Background: an optimization exercise with open tools, aiming at small area, a short achievable clock period and few clock cycles per item. Do not read the settings as production practice.
No activity file was given, so power comes from the tool's default toggle rates.

Setup of job 101:
Design rle_codec, start of the top module:
module rle_codec (
    input  wire        clk,
    input  wire        rst,
    input  wire        enc_in_valid,
    output wire        enc_in_ready,
    input  wire [31:0] enc_in_data,
    input  wire [2:0]  enc_in_bytes,
    input  wire        enc_in_last,
    output wire        enc_out_valid,
    input  wire        enc_out_ready,
    output wire [15:0] enc_out_desc,
    output wire        enc_out_last,
    input  wire        dec_in_valid,
    output wire        dec_in_ready,
    input  wire [15:0] dec_in_desc,
    input  wire        dec_in_last,
    output wire        dec_out_valid,
    input  wire        dec_out_ready,
    output wire [31:0] dec_out_data,
    output wire [2:0]  dec_out_bytes,
    output wire        dec_out_last
);
    rle_enc u_enc (
        .clk(clk), .rst(rst),
        .in_valid(enc_in_valid), .in_ready(enc_in_ready),
        .in_data(enc_in_data), .in_bytes(enc_in_bytes), .in_last(enc_in_last),
        .out_valid(enc_out_valid), .out_ready(enc_out_ready),
        .out_desc(enc_out_desc), .out_last(enc_out_last)
    );
    rle_dec u_dec (
        .clk(clk), .rst(rst),
        .in_valid(dec_in_valid), .in_ready(dec_in_ready),
        .in_desc(dec_in_desc), .in_last(dec_in_last),
        .out_valid(dec_out_valid), .out_ready(dec_out_ready),
  ...
Size: roughly 150 flip-flops, ~120 I/O pins, roughly 7800 um2 of cells after synthesis.
Settings: LEC_CHECK=0, CAP_MARGIN=20, CORE_MARGIN=2, CORE_UTILIZATION=40, CTS_BUF_LIST=sky130_fd_sc_hd__clkbuf_4 sky130_fd_sc_hd__clkbuf_8, SETUP_SLACK_MARGIN=3.5, SLEW_MARGIN=20; clock period 6.0 ns.
standard.sh (not shown) runs the stock make flow with config.mk's settings and CLKGATE_MAP_FILE= SYNTH_SCRIPT=/design/flow/synth_recipe.tcl, a recipe that flattens the netlist after the stock synthesis.
==> flow/flow/run.sh <==
#!/bin/bash
set -euo pipefail
export BUFFER_PORTS_ARGS="-buffer_cell sky130_fd_sc_hd__buf_1"
bash standard.sh > standard_make.log 2>&1
Relative to job 101, the following input files were edited for job 102:
--- a/flow/design.v
+++ b/flow/design.v
@@ -113,22 +113,20 @@
         endcase
     end
     wire [10:0] len_a = has_st ? (oc ? 11'd0 : {9'h1FF, ~e_idx}) :
                         (oc ? {8'd0, b_cnt} : {9'd0, l_m_e});
     wire       e_raw = !oc && !p_sol;   
     wire       e_last = b_last && !oc && |(f1c & lastv);
     wire       r_bit = run_act ? run_bit : p_bit;
     wire       act_n  = busy ? (oc || !(|(evc & lastv))) : run_act;
     wire       bit_n  = busy ? |(lastv & bt) : run_bit;
-    wire [3:0] hit47  = {run_len == 11'd2043, run_len == 11'd2044, run_len == 11'd2045,
-                         run_len == 11'd2046};
-    wire       atc_n  = busy ? (quiet && |(lastv & hit47)) : at_cap;
-    wire       capish = (busy && &run_len[10:5]) || at_cap || (|cap);    
+    wire       atc_n  = busy ? (quiet && near_q && lo_q == 2'd3) : at_cap;
+    wire       capish = (busy && near_q) || at_cap || (|cap);
     wire       oc_n   = act_n && (atc_n || !n_sol[0] || (n_bt[0] != bit_n));
     wire [3:0] nevc   = n_ev & n_v;
     wire       n_none = !oc_n && nevc == 4'b0000;
     wire       n_one  = oc_n ? (nevc == 4'b0000) : (first_of(nevc) == nevc);
     wire       emit_now = go && !quiet;
     wire       bud_sure = !emit_now && !(out_valid && !out_ready);
     wire       sure   = !capish && (n_none || (SMART && n_one && bud_sure));
     wire       left   = busy && !(go && v_nxt == 4'b0000);
     always @(posedge clk) begin
==> summary.txt <==
Taking job 101 as the reference point, the final core utilization of job 102 rises by 1.5 points.
[compare] base=job 101 new=job 102: multi-input combinational gate total went up by 4, post-synthesis share of cell area spent on full adders, half adders and majority gates -0.31 points, number of global-route vias before repair now sits higher, sequential share of layout area now smaller.
Overall power of the completed layout, job 102 vs job 101: up by a few percent
Compared with job 101, job 102 shows a higher all-layer global routing usage.
Compared with job 101, job 102 shows a lower maximum clock frequency.
Compared with job 101, number of fillers in the final layout in job 102 increased slightly.
Die area | job 102 < job 101
Diff job 102..job 101 | number of detailed-route iterations in the first pass | unchanged
No functional check of the RTL was part of any run of this note.

afterwards: timing with drivers on the ports:
The flow's constraints put no driver on any port. The routed layouts listed below were extracted and timed again, unchanged, in two steps. Step 1 (the two cells are an assumption about what drives the block):
set clk [get_ports {clk}]
set_driving_cell -lib_cell sky130_fd_sc_hd__clkbuf_16 $clk
set_driving_cell -lib_cell sky130_fd_sc_hd__buf_2 [delete_from_list [all_inputs] $clk]
Step 2 times the ports against the registers' clock, not the clock port: input delays grow and output delays shrink by t, the midpoint of the rising clock arrivals with the driver on. a / b / c = no drivers / after step 1 / after step 2; a / b = the first two.
run	t, ns	setup WS [ns]	pins driven straight from the clock port
job 101	0.493	3.514 / 3.535 / 3.041	1
job 102	0.494	3.265 / 3.265 / 3.002	1
After both steps every run listed still meets setup and hold. The setup slack of job 101, which loses most, moves by +0.021 ns with the drivers and by -0.473 ns with both steps.
